This design comes from an exercise in tuning for small area, a short achievable clock period and few clock cycles per item on the open sky130 flow, not from production work.
RTL that was checked went through simulation tests only; none was proved equivalent to the original.
The RTL of run 4 was laid out without a check of its function.
Power figures rest on the tool's default switching activity, not on a simulated workload.

File: flow/standard.sh
#!/bin/bash
# synth_recipe.tcl (not shown) runs the flow's synth.tcl, then flattens the netlist and writes it again
# the make line also repeats each setting of config.mk as NAME=value (left out here)
make -C /OpenROAD-flow-scripts/flow DESIGN_CONFIG=/design/flow/config.mk WORK_HOME=/design/flow/orfs CLKGATE_MAP_FILE= SYNTH_SCRIPT=/design/flow/synth_recipe.tcl "${@:-finish}"
File: flow/config.mk
export PLATFORM = sky130hd
export DESIGN_NAME = blackhole_core
export DESIGN_NICKNAME = blackhole_core
export VERILOG_FILES = /design/flow/design.v
export SDC_FILE = /design/flow/constraint.sdc
export NUM_CORES = 4
export LEC_CHECK = 0
export CAP_MARGIN = 20
export CORE_MARGIN = 2
export CORE_UTILIZATION = 40
export CTS_BUF_LIST = sky130_fd_sc_hd__clkbuf_16
export CTS_CLUSTER_DIAMETER = 60
export CTS_CLUSTER_SIZE = 25
export PLACE_DENSITY = 0.6
export SETUP_SLACK_MARGIN = 3.5
export SLEW_MARGIN = 20
export SYNTH_HIERARCHICAL = 1
File: flow/design.v
module blackhole_core (
    input  wire        clk,
    input  wire        rst,
    input  wire        cmd_valid,
    input  wire [31:0] cmd_word,
    output wire        cmd_ready,
    output wire        busy,
    input  wire [2:0]  sr_sel,
    output reg  [31:0] sr_data,
    output wire        map_req,
    output wire [1:0]  map_space,
    output wire [31:0] map_size,
    input  wire        map_ok,
    input  wire        map_fail,
    output wire        rd_req,
    output wire [1:0]  rd_space,
    output wire [31:0] rd_addr,
    input  wire        rd_ack,
    input  wire [7:0]  rd_data,
    output wire        wr_req,
    output wire [1:0]  wr_sink,
    output wire [3:0]  wr_len,
    output wire [63:0] wr_data,
    input  wire        wr_ack,
    input  wire [3:0]  wr_accepted,
    input  wire        wr_fail
);
    localparam [2:0] PH_START = 3'd0, PH_DONE = 3'd4, PH_FAILED = 3'd5;
    localparam [2:0] E_IO = 3'd1, E_SIZE = 3'd2, E_LEN = 3'd3, E_CRC = 3'd4,
                     E_INDEX = 3'd5;
    localparam [3:0] OP_DECOMP = 4'd1, OP_LOOKUP = 4'd2, OP_PUSH = 4'd3,
                     OP_PFIN = 4'd4, OP_CRCINIT = 4'd5, OP_CRCUPD = 4'd6,
                     OP_CRCFIN = 4'd7, OP_RSET = 4'd8, OP_RECON = 4'd9,
                     OP_RFIN = 4'd10, OP_OBSCURE = 4'd11, OP_REVEAL = 4'd12,
                     OP_RESET = 4'd13;
    localparam [2:0] WS_T = 3'b000, WS_M = 3'b001, WS_P = 3'b010,
                     WS_HA = 3'b100, WS_HB = 3'b101;
    localparam [1:0] A_RSET = 2'd0, A_OBS = 2'd1, A_REV = 2'd2;
    localparam [4:0]
        S_IDLE  = 5'd0,  S_BRC  = 5'd1,  S_BFOLD = 5'd2,  S_VCHK = 5'd3,
        S_OMAP  = 5'd8,  S_VM1  = 5'd9,  S_VM2   = 5'd10,
        S_ORD1  = 5'd16, S_ORD2 = 5'd17, S_VHO   = 5'd18, S_VHM  = 5'd19,
        S_VRO   = 5'd20, S_VRM  = 5'd21,
        S_OHA   = 5'd24, S_OHB  = 5'd25, S_OWT   = 5'd26, S_OWM  = 5'd27,
        S_VWP   = 5'd28, S_VWF  = 5'd29, S_BW    = 5'd30, S_BWP  = 5'd31;
    function [31:0] crc_update;
        input [31:0] c;
        input [7:0]  b;
        integer k;
        reg [31:0] t;
        begin
            t = c ^ {24'd0, b};
            for (k = 0; k < 8; k = k + 1)
                t = t[0] ? ((t >> 1) ^ 32'hEDB88320) : (t >> 1);
            crc_update = t;
        end
    endfunction
    function [30:0] inc31;
        input [30:0] a;
        input        cin;
        integer k;
        begin
            for (k = 0; k < 31; k = k + 1)
                inc31[k] = a[k] ^ (cin & (&(a | ~((31'd1 << k) - 31'd1))));
        end
    endfunction
    reg [4:0]  st;
    reg [2:0]  phase, err;
    reg        dir, resv;
    reg [31:0] res, len, crcref, count, crc;
    reg [31:0] xaddr;         
    reg [1:0]  asm_cnt;       
    reg [1:0]  aop;           
    reg        half_t, half_m;
    reg [3:0]  hold_t, hold_m;
    reg [2:0]  fill_t, fill_m, ofill;
    reg [7:0]  buf_t [0:6];
    reg [7:0]  buf_m [0:6];
    reg [7:0]  obuf  [0:6];
    reg [7:0]  slot7;         
    reg [7:0]  obyte;         
    reg        lofold;        
    reg        mdef;          
    reg [2:0]  wsel;
    reg [3:0]  wlen;
    reg        f_lt0, f_lt1, f_exit, lastf;
    reg        lenok, vshort, vempty, vexit, seq, in_vhm;
    wire [3:0] w_op = cmd_word[31:28];
    wire       w_reset;
    wire idle = (st == S_IDLE);
    assign busy = !idle;
    wire rdy_asm   = idle && (asm_cnt != 2'd0);
    wire rdy_start = idle && (phase == PH_START);
    wire rdy_df    = idle && ((phase == PH_DONE) || (phase == PH_FAILED));
    blackhole_cmd_ready u_rdy (
        .w(cmd_word), .rdy_asm(rdy_asm), .rdy_start(rdy_start), .rdy_df(rdy_df),
        .ready(cmd_ready), .w_reset(w_reset));
    wire take  = cmd_valid && cmd_ready;
    wire take0 = take && (asm_cnt == 2'd0);
    wire takex = take && (asm_cnt != 2'd0);
    wire take_rst = cmd_valid && !rdy_asm && (rdy_start || rdy_df) && w_reset;
    assign map_req   = (st[4:3] == 2'b01);
    assign rd_req    = (st[4:3] == 2'b10);
    assign wr_req    = (st[4:3] == 2'b11);
    wire   sp_obs    = (st == S_VM1) || (st == S_VHO) || (st == S_VRO);
    wire   sp_map    = (st == S_VM2) || (st == S_VHM) || (st == S_VRM);
    assign map_space = {sp_map, sp_obs};
    assign rd_space  = {sp_map, sp_obs};
    assign map_size  = xaddr;
    assign rd_addr   = xaddr;
    assign wr_sink   = wsel[1:0];
    assign wr_len    = wlen;
    wire [55:0] pg_t = {buf_t[6], buf_t[5], buf_t[4], buf_t[3], buf_t[2], buf_t[1], buf_t[0]};
    wire [55:0] pg_m = {buf_m[6], buf_m[5], buf_m[4], buf_m[3], buf_m[2], buf_m[1], buf_m[0]};
    wire [55:0] pg_p = {obuf[6], obuf[5], obuf[4], obuf[3], obuf[2], obuf[1], obuf[0]};
    wire [55:0] pg   = wsel[1] ? pg_p : wsel[0] ? pg_m : pg_t;
    assign wr_data[63:56] = slot7;
    assign wr_data[55:32] = pg[55:32];
    assign wr_data[31:0]  = wsel[2] ? (wsel[0] ? crcref : len) : pg[31:0];
    wire wr_ok  = !wr_fail && (wr_accepted == wlen);
    wire wr_good = wr_ack && wr_ok;
    wire wr_bad  = wr_ack && !wr_ok;
    wire [31:0] sr_mux;
    blackhole_status u_sr (
        .sel(sr_sel), .s0({22'd0, dir, half_m, half_t, resv, err, phase}),
        .s1(res), .s2(len), .s3(crcref), .s4(count), .q(sr_mux));
    always @* sr_data = sr_mux;
    wire       em_rev = (st == S_VRM) && rd_ack;
    wire       em     = em_rev || (st == S_BRC);
    wire [7:0] m_src  = em_rev ? rd_data : xaddr[7:0];
    wire [7:0] e_hi_b = {obyte[7:4], m_src[7:4]};
    wire [7:0] e_lo_b = {obyte[3:0], m_src[3:0]};
    wire       em_hi  = em && f_lt0;
    wire       em_lo  = em && f_lt1;
    wire       em_full = em_lo && (ofill[2:1] == 2'd3);
    wire [2:0] ofill_em = f_lt1 ? {ofill[2:1] + 2'd1, 1'b0} : {ofill[2:1], 1'b1};
    wire       t_ev_o = (st == S_ORD2) && rd_ack;
    wire       blk_pk = take0 && (w_op == OP_PUSH || w_op == OP_PFIN);
    wire       t_ev   = t_ev_o || (blk_pk && !cmd_word[8]);
    wire       t_push = t_ev_o || (w_op == OP_PUSH);
    wire [3:0] t_n    = t_ev_o ? rd_data[7:4] : cmd_word[3:0];
    wire       t_fin  = t_ev_o ? lastf : (w_op == OP_PFIN);
    wire       t_cpl  = half_t || (t_push && t_fin);
    wire [7:0] t_byte = half_t ? {hold_t, t_push ? t_n : 4'd0} : {t_n, 4'd0};
    wire [3:0] t_wlen = {1'b0, fill_t} + {3'd0, t_cpl};
    wire       t_wr   = t_fin ? (t_wlen != 4'd0) : (t_cpl && fill_t == 3'd7);
    wire       t_pf    = half_t && (fill_t == 3'd7);
    wire       m_ev_o1 = t_ev_o && !t_pf;
    wire       m_ev_o2 = (st == S_OWT) && wr_good;
    wire       m_ev    = m_ev_o1 || m_ev_o2 || (blk_pk && cmd_word[8]);
    wire       m_push  = m_ev_o1 || (m_ev_o2 ? mdef : (w_op == OP_PUSH));
    wire [3:0] m_n     = m_ev_o1 ? rd_data[3:0] : m_ev_o2 ? obyte[3:0] : cmd_word[3:0];
    wire       m_fin   = m_ev_o1 ? 1'b0 : m_ev_o2 ? !mdef : (w_op == OP_PFIN);
    wire       m_cpl   = half_m || (m_push && m_fin);
    wire [7:0] m_byte  = half_m ? {hold_m, m_push ? m_n : 4'd0} : {m_n, 4'd0};
    wire [3:0] m_wlen  = {1'b0, fill_m} + {3'd0, m_cpl};
    wire       m_wr    = m_fin ? (m_wlen != 4'd0) : (m_cpl && fill_m == 3'd7);
    wire       crc_ord1 = (st == S_ORD1) && rd_ack;
    wire [7:0] crc_b = lofold ? obyte : crc_ord1 ? rd_data : em ? e_hi_b : cmd_word[7:0];
    wire [31:0] crc_f = crc_update(crc, crc_b);
    wire       crc_ok = (~crc == crcref);
    wire        sub_v = in_vhm;
    wire [31:0] dlc   = (sub_v ? crcref : len) - (sub_v ? {1'b0, len[31:1]} : count);
    wire [31:0] adiff = dlc;
    wire [31:0] xaddr1 = {inc31(xaddr[31:1], xaddr[0]), !xaddr[0]};
    wire [31:0] count_em = {inc31(count[31:1], f_lt1 | count[0]), count[0] ^ !f_lt1};
    wire x_zero = (st == S_OMAP) || (st == S_OHB) || (st == S_VM2);
    wire [31:0] xaddr_d = idle ? cmd_word :
                          (st == S_VM1) ? crcref :                  
                          x_zero ? 32'd0 :
                          (st == S_VHO) ? {30'd0, xaddr1[1:0]} :    
                          xaddr1;               
    wire xaddr_we = (takex && (aop == A_OBS || (aop == A_REV && asm_cnt == 2'd2))) ||
                    (take0 && w_op == OP_RECON) ||
                    (map_req && map_ok) ||
                    (((st == S_ORD1) || (st == S_VHO) || (st == S_VHM) || (st == S_VRM)) && rd_ack) ||
                    ((st == S_ORD2) && rd_ack && !t_wr) ||
                    (((st == S_OHB) || (st == S_OWM)) && wr_ack) ||
                    ((st == S_OWT) && wr_good && !m_wr && !lastf);
    integer i;
    always @(posedge clk) begin
        if (xaddr_we) xaddr <= xaddr_d;
        if (rst) in_vhm <= 1'b0;
        else if ((st == S_VHO) && rd_ack && xaddr[1:0] == 2'd3) in_vhm <= 1'b1;
        else if ((st == S_VHM) && rd_ack && xaddr[1:0] == 2'd3) in_vhm <= 1'b0;
        f_lt0  <= (dlc != 32'd0);
        f_lt1  <= (dlc[31:1] != 31'd0);
        f_exit <= (dlc[31:2] == 30'd0) && (dlc[1:0] != 2'd3 || vshort);
        lastf  <= (xaddr1 == len);
        if (st == S_VHM && xaddr[1:0] == 2'd0) begin
            lenok  <= (adiff == 32'd4) || (len[0] && adiff == 32'd5);
            vshort <= len[0] && (adiff == 32'd4);
            vempty <= (crcref == 32'd4);
        end
        for (i = 0; i < 7; i = i + 1) begin
            if (t_ev && t_cpl && fill_t == i) buf_t[i] <= t_byte;
            if (m_ev && m_cpl && fill_m == i) buf_m[i] <= m_byte;
        end
        for (i = 0; i < 4; i = i + 1) begin
            if (em_hi && ofill[2:1] == i) obuf[2*i] <= e_hi_b;
            if (i < 3 && em_lo && ofill[2:1] == i) obuf[2*i+1] <= e_lo_b;
        end
        if (t_ev && t_cpl && fill_t == 3'd7) slot7 <= t_byte;
        if (m_ev && m_cpl && fill_m == 3'd7) slot7 <= m_byte;
        if (em_lo && ofill[2:1] == 2'd3)     slot7 <= e_lo_b;
        if (t_ev && t_push && !half_t && !t_fin) hold_t <= t_n;
        if (m_ev && m_push && !half_m && !m_fin) hold_m <= m_n;
        lofold <= 1'b0;
        if (rst || take_rst) begin
            st <= S_IDLE; asm_cnt <= 2'd0;
            phase <= PH_START; err <= 3'd0; dir <= 1'b0; resv <= 1'b0;
            len <= 32'd0; crcref <= 32'd0; count <= 32'd0; crc <= 32'hFFFF_FFFF;
            half_t <= 1'b0; half_m <= 1'b0; fill_t <= 3'd0; fill_m <= 3'd0;
            ofill <= 3'd0; lofold <= 1'b0;
        end else begin
            if (lofold || crc_ord1 || em_hi || (take0 && w_op == OP_CRCUPD))
                crc <= crc_f;
            if (t_ev) begin
                if (t_cpl) begin fill_t <= fill_t + 3'd1; half_t <= 1'b0; end
                else if (t_push && !t_fin) half_t <= 1'b1;
            end
            if (m_ev) begin
                if (m_cpl) begin fill_m <= fill_m + 3'd1; half_m <= 1'b0; end
                else if (m_push && !m_fin) half_m <= 1'b1;
            end
            if (em_hi) begin
                ofill <= ofill_em;
                count <= count_em;
                obyte <= e_lo_b;
                lofold <= em_lo;
            end
            case (st)
            S_IDLE: if (take0) begin
                case (w_op)
                OP_DECOMP: begin
                    res <= {20'd0, cmd_word[7:4], 4'd0, cmd_word[3:0]};
                    resv <= 1'b1;
                end
                OP_LOOKUP: begin
                    if (cmd_word[15:12] != 4'd0 || cmd_word[7:4] != 4'd0) begin
                        phase <= PH_FAILED; err <= E_INDEX;
                    end else begin
                        res <= {24'd0, cmd_word[11:8], cmd_word[3:0]};
                        resv <= 1'b1;
                    end
                end
                OP_PUSH, OP_PFIN: begin
                    if (cmd_word[8] ? m_wr : t_wr) begin
                        wsel <= cmd_word[8] ? WS_M : WS_T;
                        wlen <= cmd_word[8] ? m_wlen : t_wlen;
                        st <= S_BW;
                    end
                end
                OP_CRCINIT: crc <= 32'hFFFF_FFFF;
                OP_CRCFIN: begin
                    res <= ~crc;
                    resv <= 1'b1;
                end
                OP_RSET: begin
                    asm_cnt <= 2'd1; aop <= A_RSET;
                end
                OP_RECON: begin
                    obyte <= cmd_word[15:8];
                    st <= S_BRC;
                end
                OP_RFIN: begin
                    if (ofill != 3'd0) begin
                        wsel <= WS_P; wlen <= {1'b0, ofill}; st <= S_BW;
                    end
                end
                OP_OBSCURE: begin
                    asm_cnt <= 2'd1; aop <= A_OBS;
                end
                OP_REVEAL: begin
                    asm_cnt <= 2'd2; aop <= A_REV;
                end
                default: ;
                endcase
            end else if (takex) begin
                asm_cnt <= asm_cnt - 2'd1;
                if (aop == A_RSET) begin
                    len <= cmd_word; count <= 32'd0; ofill <= 3'd0;
                end else if (aop == A_REV && asm_cnt == 2'd2) begin
                end else begin
                    half_t <= 1'b0; half_m <= 1'b0; fill_t <= 3'd0; fill_m <= 3'd0;
                    count <= 32'd0; ofill <= 3'd0; crc <= 32'hFFFF_FFFF;
                    if (aop == A_OBS) begin
                        dir <= 1'b0; len <= cmd_word;
                        st <= S_OMAP;
                    end else begin
                        dir <= 1'b1; crcref <= cmd_word;    
                        st <= S_VM1;
                    end
                end
            end
            S_BW: begin
                if (wr_good) begin
                    case (wsel[1:0])
                        2'd0: fill_t <= 3'd0;
                        2'd1: fill_m <= 3'd0;
                        default: ofill <= 3'd0;
                    endcase
                    st <= S_IDLE;
                end
            end
            S_BRC: begin
                if (em_full) begin
                    wsel <= WS_P; wlen <= 4'd8; st <= S_BWP;
                end else if (em_lo)
                    st <= S_BFOLD;
                else
                    st <= S_IDLE;
            end
            S_BWP: begin
                if (wr_good) begin
                    ofill <= 3'd0; st <= S_IDLE;
                end
            end
            S_BFOLD: st <= S_IDLE;
            S_OMAP: begin
                if (map_ok) begin
                    if (len == 32'd0) begin
                        wsel <= WS_HA; wlen <= 4'd4; st <= S_OHA;
                    end else
                        st <= S_ORD1;
                end
            end
            S_ORD1: begin
                if (rd_ack) begin
                    if (lastf) begin
                        wsel <= WS_HA; wlen <= 4'd4; st <= S_OHA;
                    end
                end
            end
            S_OHA: begin
                if (wr_ack) begin
                    crcref <= ~crc;
                    wsel <= WS_HB; st <= S_OHB;
                end
            end
            S_OHB: begin
                if (wr_good) begin
                    if (len == 32'd0) begin
                        phase <= PH_DONE; st <= S_IDLE;
                    end else
                        st <= S_ORD2;
                end
            end
            S_ORD2: begin
                if (rd_ack) begin
                    if (t_wr) begin
                        obyte[3:0] <= rd_data[3:0];
                        mdef <= t_pf;
                        wsel <= WS_T; wlen <= t_wlen; st <= S_OWT;
                    end
                end
            end
            S_OWT: begin
                if (wr_good) begin
                    fill_t <= 3'd0;
                    if (m_wr) begin
                        wsel <= WS_M; wlen <= m_wlen; st <= S_OWM;
                    end else if (lastf) begin
                        phase <= PH_DONE; st <= S_IDLE;
                    end else begin
                        st <= S_ORD2;
                    end
                end
            end
            S_OWM: begin
                if (wr_good) begin
                    fill_m <= 3'd0;
                    if (lastf) begin
                        phase <= PH_DONE; st <= S_IDLE;
                    end else begin
                        st <= S_ORD2;
                    end
                end
            end
            S_VM1: begin
                if (map_ok) begin
                    seq <= (xaddr == crcref);
                    st <= S_VM2;
                end else if (map_fail)
                    crcref <= 32'd0;
            end
            S_VM2: begin
                if (map_ok) begin
                    if (!seq) begin
                        phase <= PH_FAILED; err <= E_SIZE; crcref <= 32'd0; st <= S_IDLE;
                    end else if (crcref[31:2] == 30'd0) begin
                        phase <= PH_FAILED; err <= E_LEN; crcref <= 32'd0; st <= S_IDLE;
                    end else begin
                        st <= S_VHO;
                    end
                end else if (map_fail)
                    crcref <= 32'd0;
            end
            S_VHO: begin
                if (rd_ack) begin
                    case (xaddr[1:0])
                        2'd0: len[7:0]   <= rd_data;
                        2'd1: len[15:8]  <= rd_data;
                        2'd2: len[23:16] <= rd_data;
                        default: len[31:24] <= rd_data;
                    endcase
                    if (xaddr[1:0] == 2'd3) st <= S_VHM;
                end
            end
            S_VHM: begin
                if (rd_ack) begin
                    case (xaddr[1:0])
                        2'd0: crcref[7:0]   <= rd_data;
                        2'd1: crcref[15:8]  <= rd_data;
                        2'd2: crcref[23:16] <= rd_data;
                        default: crcref[31:24] <= rd_data;
                    endcase
                    if (xaddr[1:0] == 2'd3) begin
                        if (!lenok) begin
                            phase <= PH_FAILED; err <= E_LEN; st <= S_IDLE;
                        end else if (vempty)
                            st <= S_VCHK;
                        else begin
                            st <= S_VRO;    
                        end
                    end
                end
            end
            S_VCHK: begin
                st <= S_IDLE;
                if (crc_ok) phase <= PH_DONE;
                else begin phase <= PH_FAILED; err <= E_CRC; end
            end
            S_VRO: begin
                if (rd_ack) begin
                    obyte <= rd_data; st <= S_VRM;
                end
            end
            S_VRM: begin
                if (rd_ack) begin
                    vexit <= f_exit;
                    if (em_full) begin
                        wsel <= WS_P; wlen <= 4'd8; st <= S_VWP;
                    end else if (f_exit) begin
                        wsel <= WS_P; wlen <= {1'b0, ofill_em}; st <= S_VWF;
                    end else
                        st <= S_VRO;
                end
            end
            S_VWP: begin
                if (wr_good) begin
                    ofill <= 3'd0;
                    if (!vexit)
                        st <= S_VRO;
                    else begin
                        st <= S_IDLE;
                        if (crc_ok) phase <= PH_DONE;
                        else begin phase <= PH_FAILED; err <= E_CRC; end
                    end
                end
            end
            S_VWF: begin
                if (wr_good) begin
                    ofill <= 3'd0; st <= S_IDLE;
                    if (crc_ok) phase <= PH_DONE;
                    else begin phase <= PH_FAILED; err <= E_CRC; end
                end
            end
            default: st <= S_IDLE;
            endcase
            if (map_req && !map_ok && map_fail) begin
                phase <= PH_FAILED; err <= E_IO; st <= S_IDLE;
            end
            if (wr_req && wr_bad) begin
                phase <= PH_FAILED; err <= E_IO; st <= S_IDLE;
            end
        end
    end
endmodule
module blackhole_cmd_ready (
    input  wire [31:0] w,
    input  wire        rdy_asm,
    input  wire        rdy_start,
    input  wire        rdy_df,
    output wire        ready,
    output wire        w_reset
);
    wire [3:0] op = w[31:28];
    wire z_hi  = (w[27:16] == 12'd0);
    wire z_y   = (w[15:8] == 8'd0);
    wire z_y71 = (w[15:9] == 7'd0);
    wire z_xh  = (w[7:4] == 4'd0);
    wire z_x   = (w[7:0] == 8'd0);
    wire op_any = (op == 4'd2) || (op == 4'd9);
    wire op_y0  = (op == 4'd1) || (op == 4'd6);
    wire op_all = (op == 4'd5) || (op == 4'd7) || (op == 4'd8) || (op == 4'd10) ||
                  (op == 4'd11) || (op == 4'd12) || (op == 4'd13);
    wire legal = z_hi && (op_any || (op_y0 && z_y) ||
                          ((op == 4'd3) && z_y71 && z_xh) ||
                          ((op == 4'd4) && z_y71 && z_x) ||
                          (op_all && z_y && z_x));
    assign w_reset = z_hi && (op == 4'd13) && z_y && z_x;
    assign ready = rdy_asm || (rdy_start && legal) || (rdy_df && w_reset);
endmodule
module blackhole_status (
    input  wire [2:0]  sel,
    input  wire [31:0] s0,
    input  wire [31:0] s1,
    input  wire [31:0] s2,
    input  wire [31:0] s3,
    input  wire [31:0] s4,
    output reg  [31:0] q
);
    always @* begin
        case (sel)
            3'd0:    q = s0;
            3'd1:    q = s1;
            3'd2:    q = s2;
            3'd3:    q = s3;
            3'd4:    q = s4;
            default: q = 32'd0;
        endcase
    end
endmodule
File: flow/flow/run.sh
#!/bin/bash
# The standard layout, with the port buffers made of buf_2 cells (the
# standard flow's buffer_ports picks clkdlybuf4s50_1, which is larger and
# slower); repair may still resize them.
set -euo pipefail
export BUFFER_PORTS_ARGS="-buffer_cell sky130_fd_sc_hd__buf_2"
bash standard.sh > standard.log 2>&1
File: flow/constraint.sdc
create_clock -name core_clock -period 8.0 [get_ports {clk}]
set_input_delay 1.6000 -clock core_clock [delete_from_list [all_inputs] [get_ports {clk}]]
set_output_delay 1.6000 -clock core_clock [all_outputs]
set_load 0.01 [all_outputs]
==> results of run 1 <==
==> metal layers <==
metal	track usage [%]	up-vias	wire (µm)
li1	-	11460	-
met4	13.36	6	5937
met5	0.3378	-	57
met3	8.228	343	15380
met1	45.18	12600	48600
met2	46.57	1838	50340
==> worst max-delay path, cell delays in order <==
cell	delay [ns]
buf_4	0.16
nor4_4	0.41
nand4_1	0.20
nor4_4	0.23
a21oi_2	0.11
o31ai_2	0.06
buf_4	0.17
buf_6	0.12
==> modules after synthesis, one instance, submodules excluded <==
| module | flip-flops and latches | copies in the design | cells |
|---|---|---|---|
| blackhole_status | 0 | 1 | 158 |
| blackhole_core | 431 | 1 | 2871 |
| blackhole_cmd_ready | 0 | 1 | 31 |
==> cells by family (layout without fill, tap and decap cells) <==
logic type	after synthesis	count (layout)	synth area share [%]
adder cells (fa/ha/maj)	60	60	2.708
AO/OA/AOI/OAI	797	797	18.39
multiplexers	217	217	8.440
flip-flops	431	431	40.50
XOR/XNOR	245	245	8.154
other	1	24	0.01339
buffers and inverters	332	471	5.286
AND/OR/NAND/NOR	977	977	16.51
==> layout by cell type, fill, tap and decap left out, drive strengths merged, types with 41 or more instances in the layout <==
master,n
a211oi,84
a21oi,229
a22oi,41
buf,325
clkbuf,46
dfxtp,160
edfxtp,271
ha,59
inv,83
mux2,72
mux2i,145
nand2,275
nand3,59
nand4,48
nor2,336
nor3,57
nor4,44
o211ai,45
o21ai,180
xnor2,97
xor2,146
==> power breakdown <==
part           internal (mW)  leakage (nW)  switching (mW)
Clock                   1.07         0.686            1.05
Sequential              2.68          3.94           0.634
Combinational           2.07          7.75            3.13
==> flip-flops by register name (all words and copies together), names as in the netlist, 4 cells and up <==
name / cells
obuf: 56
hold_t: 4
wlen: 4
st: 5
xaddr: 32
res: 32
obyte: 8
count: 32
hold_m: 4
buf_m: 56
crcref: 32
len: 32
buf_t: 56
crc: 32
slot7: 8
==> through the flow <==
stage,utilization (%),cells,worst slack [ns]
after floorplan,-,3081,3.270
after global placement,42.74,4049,2.440
after detailed placement,42.74,4049,2.375
after CTS,45.30,4126,3.374
after global routing,46.04,4161,3.264
final,46.05,4162,3.334
==> layout make-up <==
| class | count | area, µm² |
|---|---|---|
| inverter | 69 | 261.5 |
| timing repair buffer | 331 | 2230 |
| tap | 940 | 1176 |
| multi-input combinational | 2318 | 15650 |
| clock inverter | 30 | 386.6 |
| clock buffer | 41 | 1026 |
| antenna | 2 | 5.005 |
| fill | 6793 | 37590 |
| sequential | 431 | 11340 |
==> worst min path at each step <==
| stage | end | slack [ns] | cells past startpoint |
|---|---|---|---|
| final | resv$_SDFFE_PP0P_ | 0.46 | 1 |
| after global routing | resv$_SDFFE_PP0P_ | 0.49 | 1 |
| after CTS | resv$_SDFFE_PP0P_ | 0.46 | 1 |
| after detailed placement | resv$_SDFFE_PP0P_ | 0.44 | 1 |
| after global placement | resv$_SDFFE_PP0P_ | 0.44 | 1 |
| after floorplan | resv$_SDFFE_PP0P_ | 0.43 | 1 |
==> what timing repair did <==
action / in CTS / in global routing
cloned: 1 / 3
setup buffers: 5 / 31
pin swaps: 8 / 10
setup endpoints to repair: 241 / 222
gates resized for setup: 73 / 44
==> run summary, run 1 <==
outcome=finished clean; area share of the largest cell type after synthesis=between 20% and 30%; CTS max path bufs=3; Fin Setup TNS=0 ns; Max Clk Rate=214.3 MHz; RD Place Congestion=1.037; fin nets=3305; placed instance area=about 0.030 mm²; sequential area share after synthesis=40.50%; r2r worst-path depth=13; via count=26250; hold slack=about 0.46 ns; crit path to=cmd_ready; Final Cycle Share=58.32%; Routed WL=between 100000 and 150000 µm; I/O pins=230; total power=between 10 and 15 mW; DRT Pass-1 Iters=9; routed length per instance=28.91 µm; Initial Util=40.20%; flops & latches, synth=431; Crit. End Element=output port; RR Endpoint=f_lt0$_DFF_P_; first-pass GRT wire length=roughly 170000 µm; die area=~0.072 mm²; Ys Warns=11; CP max FO=4; core outline area=0.06966 mm²; minimum clock period=4.666 ns; # clock sinks=431; Post-synth top cells=nor2_1 (336), nand2_1 (273), edfxtp_1 (271), a21oi_1 (228), clkbuf_1 (178); mean post-synth cell area=9.151 µm²; Post-Syn Area=0.02800 mm²; Finished Cell Area=0.03208 mm²; CTS buffer count=39; htree depth=2; Worst EP arrival=3.07 ns; dominant synthesized flop cell=edfxtp_1; Max Cap Viol=0; gr usage total=roughly a third; vias per cell=6.306; initial antenna violation count=5; Worst EP required=6.40 ns; Layout area overhead=14.55%; crit path kind=input port to output port; Peak VDD IR=~0.00027 V; Pins Over Slew Limit=0; Rows=97; clk slew on worst S/H paths=0.08 ns; worst setup path start=cmd_word[19]; layout cell share with drive strength beyond 1=17.39%; cell accounting for the most synthesized area=edfxtp_1; Buffers on Ports=between 200 and 250; post-route DRC violation count=0; root buffer cell=clkbuf_16; TritonCTS clock tree=yes; Slew HR=roughly 16%; Final Skew=between 0.03 and 0.04 ns; Distinct cells, synth=101; grt total ovfl=0; DP HPWL=86390 µm; reg2reg start=in_vhm$_SDFFE_PP0P_; final hold violations=0; Post-synth EDFFs=271; Synth async-reset ratio=0%; post-route ant nets=0; Power Density=331.9 mW/mm²; height of the die=268.6 µm; most common cell in the netlist=nor2_1; Die X=268.6 µm; worst hold path class=flip-flop to flip-flop; vias in the first global route=23350; Worst Tran Pin Value=1.253 ns; Reg2Reg Setup Slack=3.67 ns; Post-Synthesis Cells=just over 3000; Pleak=12.37 nW; ranking of synthesized cells by area=edfxtp_1 (29%), dfxtp_1 (11%), mux2i_1 (5.2%); hold_buf cts=0; Detailed Route Iter0 Violations=roughly 3700; largest net degree at the start of global routing=91; worst hold start=resv$_SDFFE_PP0P_; count of final setup violators=0; Clk Latency, worst-skew pair=around 0.6 ns; Worst Setup Start Kind=input port; RSZ-0062 raised after global routing=yes
Testbench counts, summed over its fixed seeds: cycles 20,438, bytes 5,372.
==> run 2, diff against run 1 <==
--- a/flow/config.mk
+++ b/flow/config.mk
@@ -7,11 +7,11 @@
 export LEC_CHECK = 0
 export CAP_MARGIN = 20
 export CORE_MARGIN = 2
-export CORE_UTILIZATION = 40
+export CORE_UTILIZATION = 55
 export CTS_BUF_LIST = sky130_fd_sc_hd__clkbuf_16
 export CTS_CLUSTER_DIAMETER = 60
 export CTS_CLUSTER_SIZE = 25
-export PLACE_DENSITY = 0.6
+export PLACE_DENSITY = 0.75
 export SETUP_SLACK_MARGIN = 3.5
 export SLEW_MARGIN = 20
 export SYNTH_HIERARCHICAL = 1
==> run summary, run 2 <==
simple-gate share of the synthesized area=16.51%; total power=10.78 mW; height of the die=229.6 µm; clk slew on worst S/H paths=0.08 ns; minimum clock period=4.723 ns; DR WL met2=50180 µm; setup slack at placement=2.367 ns; count of final setup violators=0; Initial Util=55.82%; flops & latches, synth=431; htree depth=2; Reg2Reg Setup Slack=3.59 ns; core outline area=0.05017 mm²; Hold Crit Depth=2; Metal-1 WL=47100 µm; Clock Power Share=19.8%; worst hold path class=flip-flop to flip-flop; RSZ-0062 raised after global routing=yes; worst hold start=err[2]$_SDFFE_PP0P_; Post-synth EDFFs=271; post-route ant nets=0; root buffer cell=clkbuf_16; Seq pwr share=31.4%; reg2reg start=st[1]$_SDFFE_PP0P_; vias per cell=7.021; post-synthesis compound-gate area fraction=18.39%; Peak VDD IR=0.0003000 V; TritonCTS clock tree=yes; Finished Layout Cells=3876; mux share of post-synthesis cell area=8.440%; hold_buf cts=0; sequential area share after synthesis=40.50%; Distinct cells, synth=approximately 100; Worst Tran Pin Value=1.122 ns; RR Endpoint=err[1]$_SDFFE_PP0P_; Pleak=12.32 nW; Synth async-reset ratio=0%; r2r worst-path depth=18; commonest non-fill, non-tap cell in the layout=nor2_1; Final Skew=around 0.046 ns; highest routed layer=met5; DP HPWL=89900 µm; Int Pwr=roughly 5.9 mW; cell accounting for the most synthesized area=edfxtp_1; vias in the first global route=25110; Crit. End Element=output port; sink of the worst hold path=err[2]$_SDFFE_PP0P_; DRT Pass-1 Iters=8; post-route DRC violation count=0; Buffers on Ports=229; filler instances=between 4000 and 5000; Worst EP required=6.40 ns; CP max FO=4; die area=0.05273 mm²; Power Density=339.6 mW/mm²; most common cell in the netlist=nor2_1; final hold violations=0; switching power=4.907 mW; Synth Area in XOR/XNOR=8.154%; routed length per instance=31.88 µm; mean post-synth cell area=9.151 µm²; area share of the largest cell type after synthesis=29.06%; Max Clk Rate=approximately 210 MHz; Routed WL=between 100000 and 150000 µm; layout cell share with drive strength beyond 1=17.57%; CP max stage cell=nor4_4; # clock sinks=431; critical path, cell by cell=buf_4 > nor4_4 > nand4_1 > nor4_4 > a21oi_2 > o31ai_2 > buf_4 > buf_6; Post-Synthesis Cells=3060; top flop regs=buf_m x56, buf_t x56, obuf x56; FF+latch area=roughly 0.011 mm²; grt total ovfl=0; placed insts=3772; Layout area overhead=13.31%; CTS max path bufs=3; gr usage total=45.42%; Finished Cell Area=approximately 0.032 mm²; sw frac=45.54%; Fin Setup TNS=0 ns; initial antenna violation count=11; Comb power frac=between 40% and 50%; via count=27210; most frequent cells in the layout=nor2_1 (328), nand2_1 (271), edfxtp_1 (271); Setup WS post-layout=around 3.3 ns; RD Place Congestion=1.077; Post-Syn Area=0.02800 mm²; largest net degree at the start of global routing=92; Clk Latency, worst-skew pair=0.61 ns; Die X=229.6 µm; crit path kind=input port to output port; I/O pins=230; outcome=finished clean; Detailed Route Iter0 Violations=4790; Rows=82; Crit path largest cell delay=0.37 ns; ranking of synthesized cells by area=edfxtp_1 (29%), dfxtp_1 (11%), mux2i_1 (5.2%); routed wl met3=18210 µm; first-pass GRT wire length=174900 µm; Worst EP arrival=3.12 ns; multi-input logic area=0.01572 mm²; placed instance area=0.02938 mm²; post-synthesis adder-cell area fraction=2.708%; CTS buffer count=38; dominant synthesized flop cell=edfxtp_1; Post-synth top cells=nor2_1 (336), nand2_1 (273), edfxtp_1 (271), a21oi_1 (228), clkbuf_1 (178); Worst Setup Start Kind=input port; fin nets=around 3300; largest family of logic cells by synthesized area=compound AO/OA/AOI/OAI gates; Final Cycle Share=roughly three fifths; Max Cap Viol=0; Ys Warns=11; Pins Over Slew Limit=0; Slew HR=around 25%
-- run 2: power by group through the flow --
stage | Clock (mW) | Sequential, mW | Combinational (mW)
2_1_floorplan | 0 | 2.98 | 3.73
3_3_place_gp | 0 | 3.36 | 4.85
3_5_place_dp | 0 | 3.37 | 4.90
4_1_cts | 2.14 | 3.32 | 5.01
5_1_grt | 2.21 | 3.36 | 5.59
6_report | 2.14 | 3.38 | 5.25
-- run 2: kinds of logic after synthesis --
| group | after synthesis |
|---|---|
| xor gates and xnor gates | 245 |
| AOI/OAI and AO/OA | 797 |
| adders and majority gates | 60 |
| DFF | 431 |
| buffers and inverters | 332 |
| other | 1 |
| muxes | 217 |
| and+or+nand+nor | 977 |
-- run 2: worst max path at each step --
stage	start	endpoint	slack, ns	depth (start not counted)
detailed placement	cmd_word[23]	err[1]$_SDFFE_PP0P_	2.37	15
finish	cmd_word[27]	cmd_ready	3.28	8
CTS	cmd_word[5]	cmd_ready	3.37	8
global route	cmd_word[27]	cmd_ready	3.24	8
global placement	cmd_word[23]	err[1]$_SDFFE_PP0P_	2.28	15
floorplan	cmd_word[6]	res[0]$_DFFE_PP_	3.27	9
-- run 2: final cells by class --
type | instances | share of cell area, %
Clock buffer | 41 | 3.233
Clock inverter | 29 | 1.349
Multi-Input combinational cell | 2319 | 49.55
Tap cell | 672 | 2.650
Antenna cell | 6 | 0.04732
Timing Repair Buffer | 309 | 6.577
Sequential cell | 431 | 35.77
Inverter | 69 | 0.8281
-- run 2: per-layer routing --
layer  track usage [%]  up-vias
li1                  -    11410
met1             62.69    13080
met2             63.46     2219
met3             13.93      496
met4             24.19        6
met5            0.7353        -
-- run 2: Yosys stat by module, one instance, submodules excluded --
module / flip-flops and latches / cells inside / area, µm² / copies in the design
blackhole_core: 431 / 2871 / 26430 / 1
blackhole_cmd_ready: 0 / 31 / 232.7 / 1
blackhole_status: 0 / 158 / 1340 / 1
-- run 2: worst max-delay path: cells and delay by family --
kind | cells | cell delay, ns
and+or+nand+nor | 3 | 0.93
AOI/OAI and AO/OA | 2 | 0.15
buffers and inverters | 3 | 0.43
-- run 2: repair_timing --
action                     4_1_cts  5_1_grt
buffers inserted                 7       17
pin swaps                        7       20
setup endpoints to repair      251      236
cloned                           1        2
resized for setup               74       82
-- run 2: stage by stage --
stage / util [%] / hold slack, ns
2_1_floorplan: - / 0.4270
3_3_place_gp: 58.56 / 0.4456
3_5_place_dp: 58.57 / 0.4612
4_1_cts: 62.28 / 0.4756
5_1_grt: 63.23 / 0.4864
6_report: 63.25 / 0.4768
==> run 3, diff against run 2 <==
==> flow/config.mk (replaced) <==
export PLATFORM = sky130hd
export DESIGN_NAME = blackhole_core
export DESIGN_NICKNAME = blackhole_core
export VERILOG_FILES = /design/flow/design.v
export SDC_FILE = /design/flow/constraint.sdc
export NUM_CORES = 4
export LEC_CHECK = 0
export CAP_MARGIN = 20
export CORE_MARGIN = 2
export CORE_UTILIZATION = 40
export CTS_BUF_LIST = sky130_fd_sc_hd__clkbuf_8
export CTS_CLUSTER_DIAMETER = 50
export CTS_CLUSTER_SIZE = 20
export PLACE_DENSITY = 0.6
export SETUP_SLACK_MARGIN = 3.5
export SLEW_MARGIN = 20
export SYNTH_HIERARCHICAL = 1
==> run summary, run 3 <==
crit path kind=input port to output port; routed length per instance=slightly below 30 µm; vias per cell=approximately 6.3; cell accounting for the most synthesized area=edfxtp_1; Synth async-reset ratio=0%; minimum clock period=4.685 ns; Post-Syn Area=0.02800 mm²; r2r worst-path depth=10; Slew HR=roughly a quarter; Post-synth top cells=nor2_1 (336), nand2_1 (273), edfxtp_1 (271), a21oi_1 (228), clkbuf_1 (178); core outline area=0.06966 mm²; Hold Crit Depth=1; Pleak=12.31 nW; ranking of synthesized cells by area=edfxtp_1 (29%), dfxtp_1 (11%), mux2i_1 (5.2%); die area=between 0.07 and 0.08 mm²; Max Cap Viol=0; Detailed Route Iter0 Violations=3657; I/O pins=230; Reg2Reg Setup Slack=3.66 ns; CTS max path bufs=3; Max Clk Rate=213.4 MHz; CP max FO=6; initial antenna violation count=7; count of final setup violators=0; Fin Setup TNS=0 ns; Crit path largest cell delay=0.36 ns; Stages on worst setup path=8; filler instances=between 6000 and 7000; CP max stage cell=nor4_4; Worst Setup Start Kind=input port; final hold violations=0; dominant synthesized flop cell=edfxtp_1; clk slew on worst S/H paths=0.08 ns; Initial Util=between 40% and 50%; routed wl met3=15240 µm; mean post-synth cell area=9.151 µm²; RD Place Congestion=1.037; grt total ovfl=0; Post-synth EDFFs=271; Rows=97; crit path to=cmd_ready; most common cell in the netlist=nor2_1; top flop regs=buf_m x56, buf_t x56, obuf x56; area share of the largest cell type after synthesis=29.06%; Worst EP arrival=3.09 ns; worst setup path start=cmd_word[13]; post-route DRC violation count=0; Crit. End Element=output port; largest net degree at the start of global routing=91; Final Cycle Share=58.56%; Power Density=approximately 330 mW/mm²; Post-Synthesis Cells=approximately 3100; critical path, cell by cell=buf_4 > nor4_4 > nand2_2 > nor4_4 > a21oi_2 > o31ai_2 > buf_4 > buf_6; Critical path buffers and inverters=3; outcome=finished clean; layout cell share with drive strength beyond 1=17.93%; Finished Layout Cells=4184; htree depth=2; DP HPWL=roughly 86000 µm; Distinct cells, synth=101; Layout area overhead=13.99%; fin nets=3312; TritonCTS clock tree=yes; flops & latches, synth=431; Pins Over Slew Limit=0; Clk Latency, worst-skew pair=0.74 ns; root buffer cell=clkbuf_8; Ys Warns=11; Worst EP required=6.40 ns; vias in the first global route=around 23000; Metal-1 WL=49260 µm; CTS buffer count=52; first-pass GRT wire length=168000 µm; reg2reg start=xaddr[5]$_DFFE_PP_; placed insts=4049; CP top delay family=simple AND/OR/NAND/NOR gates; height of the die=268.6 µm; Buffers on Ports=approximately 230; Routed WL=121100 µm; Worst Tran Pin Value=between 1 and 1.5 ns; RSZ-0062 raised after global routing=yes; highest routed layer=met5; DR WL met2=50700 µm; most frequent cells in the layout=nor2_1 (331), nand2_1 (272), edfxtp_1 (271); via count=roughly 26000; Die X=268.6 µm; Final Skew=around 0.066 ns; worst hold path class=flip-flop to flip-flop; final core utilization=45.82%; post-route ant nets=0; sequential area share after synthesis=40.50%; RR Endpoint=lastf$_DFF_P_; DRT Pass-1 Iters=7; commonest non-fill, non-tap cell in the layout=nor2_1; # clock sinks=431; gr usage total=32.21%; Peak VDD IR=about 0.00027 V
## run 3: cell count changes in the layout (fill, tap and decap cells not counted), moves of 4 or more
cell       change
clkbuf_8      +54
clkbuf_16     -38
buf_4         +14
and3_1         +7
and3_2         -7
inv_12         +7
inv_6          +6
buf_6          +5
clkinv_8       +5
inv_16         -4
o21a_1         +4
o21ai_2        +4
## run 3: repair_timing
action	in CTS	in global routing
pin swaps	12	15
hold buffers	0	0
hold endpoints to repair	0	0
gates resized for setup	61	59
endpoints found under the setup margin	180	185
gates cloned	1	4
setup buffers	5	24
## run 3: through the flow
step	total power [mW]	setup slack [ns]	cell area [µm²]	hold WS, ns
floorplan	6.712	3.270	28160	0.4270
global placement	8.271	2.440	29770	0.4421
detailed placement	8.271	2.375	29770	0.4413
CTS	10.24	3.289	31410	0.4620
global route	10.94	3.264	31920	0.4938
finish	10.48	3.315	31920	0.4686
## run 3: logic make-up after synthesis
| logic type | synth area share, % |
|---|---|
| AO/OA/AOI/OAI | 18.39 |
| other | 0.01339 |
| adder cells (fa/ha/maj) | 2.708 |
| buffers and inverters | 5.286 |
| XOR/XNOR | 8.154 |
| flip-flops | 40.50 |
| AND/OR/NAND/NOR | 16.51 |
| multiplexers | 8.440 |
## run 3: how the worst min path moves through the flow
| stage | from | slack, ns | endpoint |
|---|---|---|---|
| floorplan | resv$_SDFFE_PP0P_ | 0.43 | resv$_SDFFE_PP0P_ |
| global placement | resv$_SDFFE_PP0P_ | 0.44 | resv$_SDFFE_PP0P_ |
| detailed placement | resv$_SDFFE_PP0P_ | 0.44 | resv$_SDFFE_PP0P_ |
| CTS | resv$_SDFFE_PP0P_ | 0.46 | resv$_SDFFE_PP0P_ |
| global route | resv$_SDFFE_PP0P_ | 0.49 | resv$_SDFFE_PP0P_ |
| finish | resv$_SDFFE_PP0P_ | 0.47 | resv$_SDFFE_PP0P_ |
## run 3: power breakdown
| part | leakage (nW) | total (mW) | internal [mW] | switching (mW) |
|---|---|---|---|---|
| clock | 0.646 | 1.95 | 0.811 | 1.14 |
| combinational | 7.72 | 5.21 | 2.07 | 3.13 |
| sequential | 3.94 | 3.32 | 2.68 | 0.635 |
## run 3: routing by layer
| metal | vias up | track usage [%] |
|---|---|---|
| li1 | 11470 | - |
| met4 | 6 | 13.24 |
| met5 | - | 0 |
| met2 | 1790 | 46.63 |
| met1 | 12560 | 45.29 |
| met3 | 355 | 8.575 |
## run 3: Yosys stat by module, one instance, submodules excluded
module,flops+latches,times used
blackhole_core,431,1
blackhole_cmd_ready,0,1
blackhole_status,0,1
## run 3: cell type report
cell class                 count  area, µm²  area share [%]
antenna                        3      7.507         0.02352
clock buffer                  53      729.5           2.285
clock inverter                45      588.1           1.842
inverter                      69      261.5          0.8192
multi-input combinational   2318      15620           48.92
sequential                   431      11340           35.54
tap                          940       1176           3.685
timing repair buffer         325       2197           6.883
==> run 4, diff against run 3 <==
--- a/flow/design.v
+++ b/flow/design.v
@@ -86,7 +86,7 @@
     reg        f_lt0, f_lt1, f_exit, lastf;
     reg        lenok, vshort, vempty, vexit, seq, in_vhm;
     wire [3:0] w_op = cmd_word[31:28];
-    wire       w_reset;
+    wire       w_reset, w_legal;
     wire idle = (st == S_IDLE);
     assign busy = !idle;
     wire rdy_asm   = idle && (asm_cnt != 2'd0);
@@ -94,10 +94,9 @@
     wire rdy_df    = idle && ((phase == PH_DONE) || (phase == PH_FAILED));
     blackhole_cmd_ready u_rdy (
         .w(cmd_word), .rdy_asm(rdy_asm), .rdy_start(rdy_start), .rdy_df(rdy_df),
-        .ready(cmd_ready), .w_reset(w_reset));
-    wire take  = cmd_valid && cmd_ready;
-    wire take0 = take && (asm_cnt == 2'd0);
-    wire takex = take && (asm_cnt != 2'd0);
+        .ready(cmd_ready), .w_reset(w_reset), .w_legal(w_legal));
+    wire take0 = cmd_valid && !rdy_asm && ((rdy_start && w_legal) || (rdy_df && w_reset));
+    wire takex = cmd_valid && rdy_asm;
     wire take_rst = cmd_valid && !rdy_asm && (rdy_start || rdy_df) && w_reset;
     assign map_req   = (st[4:3] == 2'b01);
     assign rd_req    = (st[4:3] == 2'b10);
@@ -483,7 +482,8 @@
     input  wire        rdy_start,
     input  wire        rdy_df,
     output wire        ready,
-    output wire        w_reset
+    output wire        w_reset,
+    output wire        w_legal
 );
     wire [3:0] op = w[31:28];
     wire z_hi  = (w[27:16] == 12'd0);
@@ -501,6 +501,7 @@
                           (op_all && z_y && z_x));
     assign w_reset = z_hi && (op == 4'd13) && z_y && z_x;
     assign ready = rdy_asm || (rdy_start && legal) || (rdy_df && w_reset);
+    assign w_legal = legal;
 endmodule
 module blackhole_status (
     input  wire [2:0]  sel,
==> flow/flow/run.sh (replaced) <==
#!/bin/bash
# The standard layout, with the port buffers made of buf_1 cells (the
# standard flow's buffer_ports picks clkdlybuf4s50_1, which is larger and
# slower); repair may still resize them.
set -euo pipefail
export BUFFER_PORTS_ARGS="-buffer_cell sky130_fd_sc_hd__buf_1"
bash standard.sh > standard.log 2>&1
--- a/flow/config.mk
+++ b/flow/config.mk
@@ -8,9 +8,7 @@
 export CAP_MARGIN = 20
 export CORE_MARGIN = 2
 export CORE_UTILIZATION = 40
-export CTS_BUF_LIST = sky130_fd_sc_hd__clkbuf_8
-export CTS_CLUSTER_DIAMETER = 50
-export CTS_CLUSTER_SIZE = 20
+export CTS_BUF_LIST = sky130_fd_sc_hd__clkbuf_4 sky130_fd_sc_hd__clkbuf_8
 export PLACE_DENSITY = 0.6
 export SETUP_SLACK_MARGIN = 3.5
 export SLEW_MARGIN = 20
==> run summary, run 4 <==
outcome=finished clean; sequential area share after synthesis=40.20%; Die X=around 270 µm; root buffer cell=clkbuf_8; Comb power frac=49.6%; Initial Util=between 40 and 50%; Setup WS post-layout=3.016 ns; most frequent cells in the layout=nor2_1 (324), edfxtp_1 (271), a21oi_1 (229); minimum clock period=4.984 ns; Buffers on Ports=between 200 and 250; Ys Warns=11; post-route DRC violation count=0; DP HPWL=roughly 89000 µm; routed length per instance=29.69 µm; RSZ-0062 raised after global routing=yes; post-route ant nets=0; top flop regs=buf_m x56, buf_t x56, obuf x56; clk slew on worst S/H paths=0.05 ns; largest net degree at the start of global routing=75; vias in the first global route=23980; mean post-synth cell area=9.250 µm²; final hold violations=0; hold_buf cts=0; Clock Power Share=20.1%; Crit. End Element=output port; count of final setup violators=0; Seq pwr share=30.4%; I/O pins=230; Max Clk Rate=between 200 and 250 MHz; Pleak=11.77 nW; Peak VDD IR=0.0002238 V; Routed WL=125400 µm; Distinct cells, synth=108; flops & latches, synth=431; CTS buffer count=76; CP max FO=6; commonest non-fill, non-tap cell in the layout=nor2_1; sw frac=44.86%; cell accounting for the most synthesized area=edfxtp_1; ranking of synthesized cells by area=edfxtp_1 (29%), dfxtp_1 (11%), mux2i_1 (5.4%); Rows=just under 100; Post-Synthesis Cells=3050; Worst EP required=6.40 ns; die area=between 0.07 and 0.08 mm²; Final Cycle Share=62.30%; vias per cell=6.400; fin nets=3332; Worst Tran Pin Value=roughly 1.2 ns; Finished Layout Cells=about 4200; Post-synth EDFFs=271; grt total ovfl=0; initial antenna violation count=13; most common cell in the netlist=nor2_1; Pins Over Slew Limit=0; Final Skew=approximately 0.047 ns; placed insts=4051; via count=27040; # clock sinks=431; setup slack at placement=2.505 ns; area share of the largest cell type after synthesis=around 29%; DRT Pass-1 Iters=6; dominant synthesized flop cell=edfxtp_1; htree depth=3; switching power=roughly 4.8 mW; TritonCTS clock tree=yes; Fin Setup TNS=0 ns; Post-synth top cells=nor2_1 (331), edfxtp_1 (271), a21oi_1 (235), nand2_1 (219), clkbuf_1 (173); core outline area=0.06991 mm²; hold slack=about 0.48 ns; Detailed Route Iter0 Violations=4535; Max Cap Viol=0; Synth async-reset ratio=0%; RD Place Congestion=0.9948; Int Pwr=5.937 mW; Clk Latency, worst-skew pair=0.71 ns; first-pass GRT wire length=174900 µm; Layout area overhead=13.70%; Power Density=around 340 mW/mm²; gr usage total=32.95%; CTS max path bufs=3; Post-Syn Area=0.02821 mm²; height of the die=269.6 µm; layout cell share with drive strength beyond 1=13.64%; worst hold path class=flip-flop to flip-flop; Worst EP arrival=~3.4 ns; Worst Setup Start Kind=input port; crit path kind=input port to output port; Slew HR=18.82%
-- run 4: cell count changes after synthesis, sizes merged, moves of 11 or more --
cell / before / now
nand2: 275 / 219
a211oi: 84 / 95
and3: 38 / 50
nand2b: 15 / 29
o21ai: 180 / 197
nand4: 48 / 36
xor2: 146 / 131
nor3: 57 / 46
-- run 4: cells by family (layout without fill, tap and decap cells) --
family / after synthesis / in the layout / synth area share (%)
AND/OR/NAND/NOR: 915 / 918 / 15.73
multiplexers: 225 / 225 / 8.684
buffers and inverters: 341 / 544 / 5.424
other: 1 / 30 / 0.01329
AO/OA/AOI/OAI: 842 / 842 / 19.39
XOR/XNOR: 235 / 235 / 7.877
adder cells (fa/ha/maj): 60 / 60 / 2.688
flip-flops: 431 / 431 / 40.20
-- run 4: layer usage --
layer	GRT usage, %	wire [µm]
met3	9.030	17050
met4	13.51	5664
met5	0	73
met2	47.50	52420
met1	46.35	50210
-- run 4: final timing paths --
kind,startpoint,endpoint,depth (start not counted),slack (ns)
setup / recovery,cmd_word[5],cmd_ready,7,3.02
hold / removal,asm_cnt[0]$_SDFFE_PP0P_,asm_cnt[0]$_SDFFE_PP0P_,2,0.48
setup reg to reg,len[5]$_SDFFE_PP0P_,f_lt0$_DFF_P_,12,3.42
hold reg to reg,asm_cnt[0]$_SDFFE_PP0P_,asm_cnt[0]$_SDFFE_PP0P_,2,0.48
-- run 4: power by group through the flow --
| stage | Combinational, mW | Clock, mW | Sequential (mW) |
|---|---|---|---|
| floorplan | 3.79 | 0 | 2.89 |
| global placement | 5.00 | 0 | 3.26 |
| detailed placement | 5.00 | 0 | 3.26 |
| CTS | 5.05 | 2.16 | 3.21 |
| global route | 5.70 | 2.26 | 3.25 |
| finish | 5.34 | 2.16 | 3.27 |
-- run 4: what timing repair did --
| action | in CTS | in global routing |
|---|---|---|
| gates cloned | 5 | 2 |
| buffers inserted | 10 | 11 |
| gates resized for setup | 41 | 70 |
| setup endpoints to repair | 208 | 180 |
| pin swaps | 5 | 13 |
-- run 4: critical path, cell delays in order --
cell	delay, ns
buf_1	0.25
or4_1	0.66
nor3_4	0.20
and4_1	0.29
a21oi_1	0.10
o21ai_2	0.11
buf_2	0.17
-- run 4: area by class of cell --
type / instances / area [µm²]
well taps: 940 / 1176
flip-flops and latches: 431 / 11350
repair inverters: 1 / 5.005
inverters: 77 / 292.8
fillers: 6855 / 37830
repair buffers: 328 / 1871
clock buffers: 108 / 1361
multi-input cells: 2302 / 15790
clock inverters: 30 / 205.2
diodes: 8 / 20.02
-- run 4: through the flow --
stage	util (%)	power [mW]	area, µm²
6_report	45.89	10.77	32080
5_1_grt	45.86	11.21	32060
4_1_cts	45.33	10.43	31690
3_5_place_dp	42.58	8.256	29770
3_3_place_gp	42.53	8.258	29730
2_1_floorplan	-	6.682	28360
-- run 4: Yosys stat by module, one instance, submodules excluded --
module / times used / flops+latches
blackhole_cmd_ready: 1 / 0
blackhole_core: 1 / 431
blackhole_status: 1 / 0
==> run 5, diff against run 4 <==
--- a/flow/design.v
+++ b/flow/design.v
@@ -86,7 +86,7 @@
     reg        f_lt0, f_lt1, f_exit, lastf;
     reg        lenok, vshort, vempty, vexit, seq, in_vhm;
     wire [3:0] w_op = cmd_word[31:28];
-    wire       w_reset, w_legal;
+    wire       w_reset;
     wire idle = (st == S_IDLE);
     assign busy = !idle;
     wire rdy_asm   = idle && (asm_cnt != 2'd0);
@@ -94,9 +94,10 @@
     wire rdy_df    = idle && ((phase == PH_DONE) || (phase == PH_FAILED));
     blackhole_cmd_ready u_rdy (
         .w(cmd_word), .rdy_asm(rdy_asm), .rdy_start(rdy_start), .rdy_df(rdy_df),
-        .ready(cmd_ready), .w_reset(w_reset), .w_legal(w_legal));
-    wire take0 = cmd_valid && !rdy_asm && ((rdy_start && w_legal) || (rdy_df && w_reset));
-    wire takex = cmd_valid && rdy_asm;
+        .ready(cmd_ready), .w_reset(w_reset));
+    wire take  = cmd_valid && cmd_ready;
+    wire take0 = take && (asm_cnt == 2'd0);
+    wire takex = take && (asm_cnt != 2'd0);
     wire take_rst = cmd_valid && !rdy_asm && (rdy_start || rdy_df) && w_reset;
     assign map_req   = (st[4:3] == 2'b01);
     assign rd_req    = (st[4:3] == 2'b10);
@@ -119,11 +120,16 @@
     wire wr_ok  = !wr_fail && (wr_accepted == wlen);
     wire wr_good = wr_ack && wr_ok;
     wire wr_bad  = wr_ack && !wr_ok;
-    wire [31:0] sr_mux;
-    blackhole_status u_sr (
-        .sel(sr_sel), .s0({22'd0, dir, half_m, half_t, resv, err, phase}),
-        .s1(res), .s2(len), .s3(crcref), .s4(count), .q(sr_mux));
-    always @* sr_data = sr_mux;
+    always @* begin
+        case (sr_sel)
+            3'd0:    sr_data = {22'd0, dir, half_m, half_t, resv, err, phase};
+            3'd1:    sr_data = res;
+            3'd2:    sr_data = len;
+            3'd3:    sr_data = crcref;
+            3'd4:    sr_data = count;
+            default: sr_data = 32'd0;
+        endcase
+    end
     wire       em_rev = (st == S_VRM) && rd_ack;
     wire       em     = em_rev || (st == S_BRC);
     wire [7:0] m_src  = em_rev ? rd_data : xaddr[7:0];
@@ -482,8 +488,7 @@
     input  wire        rdy_start,
     input  wire        rdy_df,
     output wire        ready,
-    output wire        w_reset,
-    output wire        w_legal
+    output wire        w_reset
 );
     wire [3:0] op = w[31:28];
     wire z_hi  = (w[27:16] == 12'd0);
@@ -501,25 +506,4 @@
                           (op_all && z_y && z_x));
     assign w_reset = z_hi && (op == 4'd13) && z_y && z_x;
     assign ready = rdy_asm || (rdy_start && legal) || (rdy_df && w_reset);
-    assign w_legal = legal;
-endmodule
-module blackhole_status (
-    input  wire [2:0]  sel,
-    input  wire [31:0] s0,
-    input  wire [31:0] s1,
-    input  wire [31:0] s2,
-    input  wire [31:0] s3,
-    input  wire [31:0] s4,
-    output reg  [31:0] q
-);
-    always @* begin
-        case (sel)
-            3'd0:    q = s0;
-            3'd1:    q = s1;
-            3'd2:    q = s2;
-            3'd3:    q = s3;
-            3'd4:    q = s4;
-            default: q = 32'd0;
-        endcase
-    end
 endmodule
==> flow/flow/run.sh (replaced) <==
#!/bin/bash
# The standard layout, with the port buffers made of buf_2 cells (the
# standard flow's buffer_ports picks clkdlybuf4s50_1, which is larger and
# slower); repair may still resize them.
set -euo pipefail
export BUFFER_PORTS_ARGS="-buffer_cell sky130_fd_sc_hd__buf_2"
bash standard.sh > standard.log 2>&1
--- a/flow/config.mk
+++ b/flow/config.mk
@@ -8,8 +8,10 @@
 export CAP_MARGIN = 20
 export CORE_MARGIN = 2
 export CORE_UTILIZATION = 40
-export CTS_BUF_LIST = sky130_fd_sc_hd__clkbuf_4 sky130_fd_sc_hd__clkbuf_8
+export CTS_BUF_LIST = sky130_fd_sc_hd__clkbuf_16
+export CTS_CLUSTER_DIAMETER = 60
+export CTS_CLUSTER_SIZE = 25
 export PLACE_DENSITY = 0.6
-export SETUP_SLACK_MARGIN = 3.5
+export SETUP_SLACK_MARGIN = 3.7
 export SLEW_MARGIN = 20
 export SYNTH_HIERARCHICAL = 1
==> run summary, run 5 <==
post-route DRC violation count=0; CP max stage cell=nor4_4; DP HPWL=about 94000 µm; CTS buffer count=40; Buffers on Ports=229; Power Density=305.6 mW/mm²; root buffer cell=clkbuf_16; r2r worst-path depth=7; Worst EP arrival=3.14 ns; RSZ-0062 raised after global routing=yes; Rows=96; outcome=finished clean; Max Cap Viol=0; area share of the largest cell type after synthesis=29.52%; Synth async-reset ratio=0%; via count=~26000; Worst Tran Pin Value=1.389 ns; placed insts=3908; clk slew on worst S/H paths=0.07 ns; Initial Util=40.26%; die area=between 0.07 and 0.08 mm²; worst hold start=err[2]$_SDFFE_PP0P_; ranking of synthesized cells by area=edfxtp_1 (30%), dfxtp_1 (12%), mux2i_1 (5.3%); crit path kind=input port to output port; Worst Setup Start Kind=input port; flops & latches, synth=431; Pins Over Slew Limit=0; hold slack=0.5232 ns; top flop regs=buf_m x56, buf_t x56, obuf x56; grt total ovfl=0; htree depth=2; vias in the first global route=24410; mean post-synth cell area=9.174 µm²; minimum clock period=approximately 4.7 ns; sink of the worst hold path=err[2]$_SDFFE_PP0P_; Routed WL=127500 µm; hold_buf cts=0; Hold Crit Depth=2; Ys Warns=10; Peak VDD IR=0.0002379 V; FF+latch area=around 0.011 mm²; initial antenna violation count=4; Worst EP required=6.40 ns; most frequent cells in the layout=nor2_1 (369), edfxtp_1 (271), nand2_1 (230); most common cell in the netlist=nor2_1; met3 Track Usage GR=~8.8%; Finished Cell Area=around 0.032 mm²; placed instance area=about 0.029 mm²; Final Skew=approximately 0.029 ns; Clk Latency, worst-skew pair=0.61 ns; RR Endpoint=res[20]$_DFFE_PP_; Post-Syn Area=~0.028 mm²; Layout area overhead=17.12%; core outline area=between 0.06 and 0.07 mm²; DRT Pass-1 Iters=8; TritonCTS clock tree=yes; sequential area share after synthesis=around two fifths; gr usage total=34.57%; largest net degree at the start of global routing=75; Pleak=12.54 nW; Finished Layout Cells=4029; count of final setup violators=0; Max Clk Rate=~210 MHz; final hold violations=0; Slew HR=6.693%; post-route ant nets=0; Distinct cells, synth=103; Post-synth EDFFs=roughly 270; cell accounting for the most synthesized area=edfxtp_1; Fin Setup TNS=0 ns; dominant synthesized flop cell=edfxtp_1; GRT met2 Usage=50.32%; commonest non-fill, non-tap cell in the layout=nor2_1; height of the die=266.5 µm; Reg2Reg Setup Slack=3.78 ns; CP max FO=8; Crit. End Element=output port; first-pass GRT wire length=177500 µm; Final Cycle Share=59.28%; CTS max path bufs=3; global routing usage on met1=about half; gr busiest metal=met2; vias per cell=between 6 and 7; I/O pins=230; Die X=266.5 µm; Post-synth top cells=nor2_1 (375), edfxtp_1 (271), nand2_1 (236), a21oi_1 (209), clkbuf_1 (195); critical path, cell by cell=buf_2 > nor4_4 > nand4_1 > a21oi_4 > nor4_4 > o31ai_4 > buf_2; CP top delay family=simple AND/OR/NAND/NOR gates; routed length per instance=31.66 µm; fin nets=roughly 3200; worst hold path class=flip-flop to flip-flop; # clock sinks=431; RD Place Congestion=about 1.0; Crit path largest cell delay=~0.35 ns; final core utilization=47.16%; reg2reg start=st[1]$_SDFFE_PP0P_; Critical path buffers and inverters=2; Detailed Route Iter0 Violations=between 3000 and 4000; antenna cells=0; layout cell share with drive strength beyond 1=20.62%; multi-input logic area=0.01564 mm²; filler instances=6522; Post-Synthesis Cells=approximately 3000
[run 5: logic make-up after synthesis]
kind of cell             after synthesis  share of synthesized area [%]
flip-flops                           431                          41.14
AND/OR/NAND/NOR                      986                          17.25
XOR/XNOR                             248                          8.501
adder cells (fa/ha/maj)               60                          2.750
multiplexers                         193                          7.226
AO/OA/AOI/OAI                        749                          17.87
buffers and inverters                338                          5.265
[run 5: worst min-delay path, stage by stage, from the launching register on]
cell and delay [ns]:
dfxtp_1 0.34, nand2b_1 0.08, a21oi_1 0.06
[run 5: timing repair]
action,4_1_cts,5_1_grt
resized for setup,165,91
setup endpoints to repair,403,289
setup buffers,24,12
cloned,9,2
pin swaps,45,45
[run 5: routing by layer]
metal / part of all wire, % / wire [µm]
met5: 0.017 / 22
met3: 12 / 15360
met2: 42 / 53720
met1: 41 / 52480
met4: 4.7 / 5951
[run 5: per-module statistics from Yosys (local to each module, per instance)]
module	flip-flops and latches	copies in the design	cell area (µm²)	cells
blackhole_core	431	1	27330	2974
blackhole_cmd_ready	0	1	232.7	31
[run 5: layout make-up]
type / instances / share of cell area, %
clock inverter: 33 / 1.263
timing repair buffer: 342 / 7.789
sequential: 431 / 35.14
inverter: 64 / 0.7557
clock buffer: 41 / 3.178
tap: 882 / 3.418
multi-input combinational: 2236 / 48.45
[run 5: through the flow]
stage | total power, mW | setup WS [ns]
final | 9.867 | 3.258
after global routing | 10.22 | 3.241
after CTS | 9.661 | 3.362
after detailed placement | 7.448 | 2.108
after global placement | 7.438 | 2.192
after floorplan | 5.986 | 3.706
[run 5: how the worst max path moves through the flow]
stage                 startpoint                    end  slack (ns)  cells past startpoint
detailed placement  cmd_word[20]  buf_t[3][5]$_DFFE_PP_        2.11                     11
global route         cmd_word[4]              cmd_ready        3.24                      8
global placement    cmd_word[24]  buf_m[2][5]$_DFFE_PP_        2.19                     10
floorplan            cmd_word[1]     slot7[0]$_DFFE_PP_        3.71                     13
finish               cmd_word[3]              cmd_ready        3.26                      7
CTS                  cmd_word[6]              cmd_ready        3.36                      8
[run 5: power breakdown]
part / internal [mW] / switching (mW)
combinational: 1.72 / 2.83
sequential: 2.66 / 0.520
clock: 1.09 / 1.04
total: 5.47 / 4.39
Testbench counts of run 5, summed over its fixed seeds: cycles 20,438, bytes 5,372.

==> separate check: timing with driven ports <==
The flow's constraints put no driver on any port. The routed layouts listed below were extracted and timed again, unchanged, in two steps.
Step 1 sets driving cells, clkbuf_16 on the clock port and buf_2 on the other inputs (assumed; they add their load-dependent delay and slew).
Step 2, shift: input delay + t, output delay - t, t = (earliest + latest rising clock arrival at the registers) / 2. This alone moves slack from input paths to output paths.
Slacks: ideal ports / drivers / drivers and shift; pairs: ideal ports / drivers.
run	t, ns	slack for setup (ns)	latest minus earliest clock arrival (ns)	worst data-port slew with drivers (ns)
run 1	0.655	3.334 / 3.287 / 2.985	0.031 / 0.031	0.13
run 2	0.652	3.277 / 3.212 / 2.830	0.050 / 0.050	0.09
run 3	0.770	3.315 / 3.272 / 2.860	0.065 / 0.066	0.12
run 4	0.746	3.016 / 2.995 / 2.756	0.048 / 0.048	0.13
run 5	0.663	3.258 / 3.231 / 3.022	0.032 / 0.031	0.08
After both steps every run listed still meets setup and hold. For run 3, which loses most, drivers alone change the setup slack by -0.043 ns; drivers and shift together by -0.455 ns.
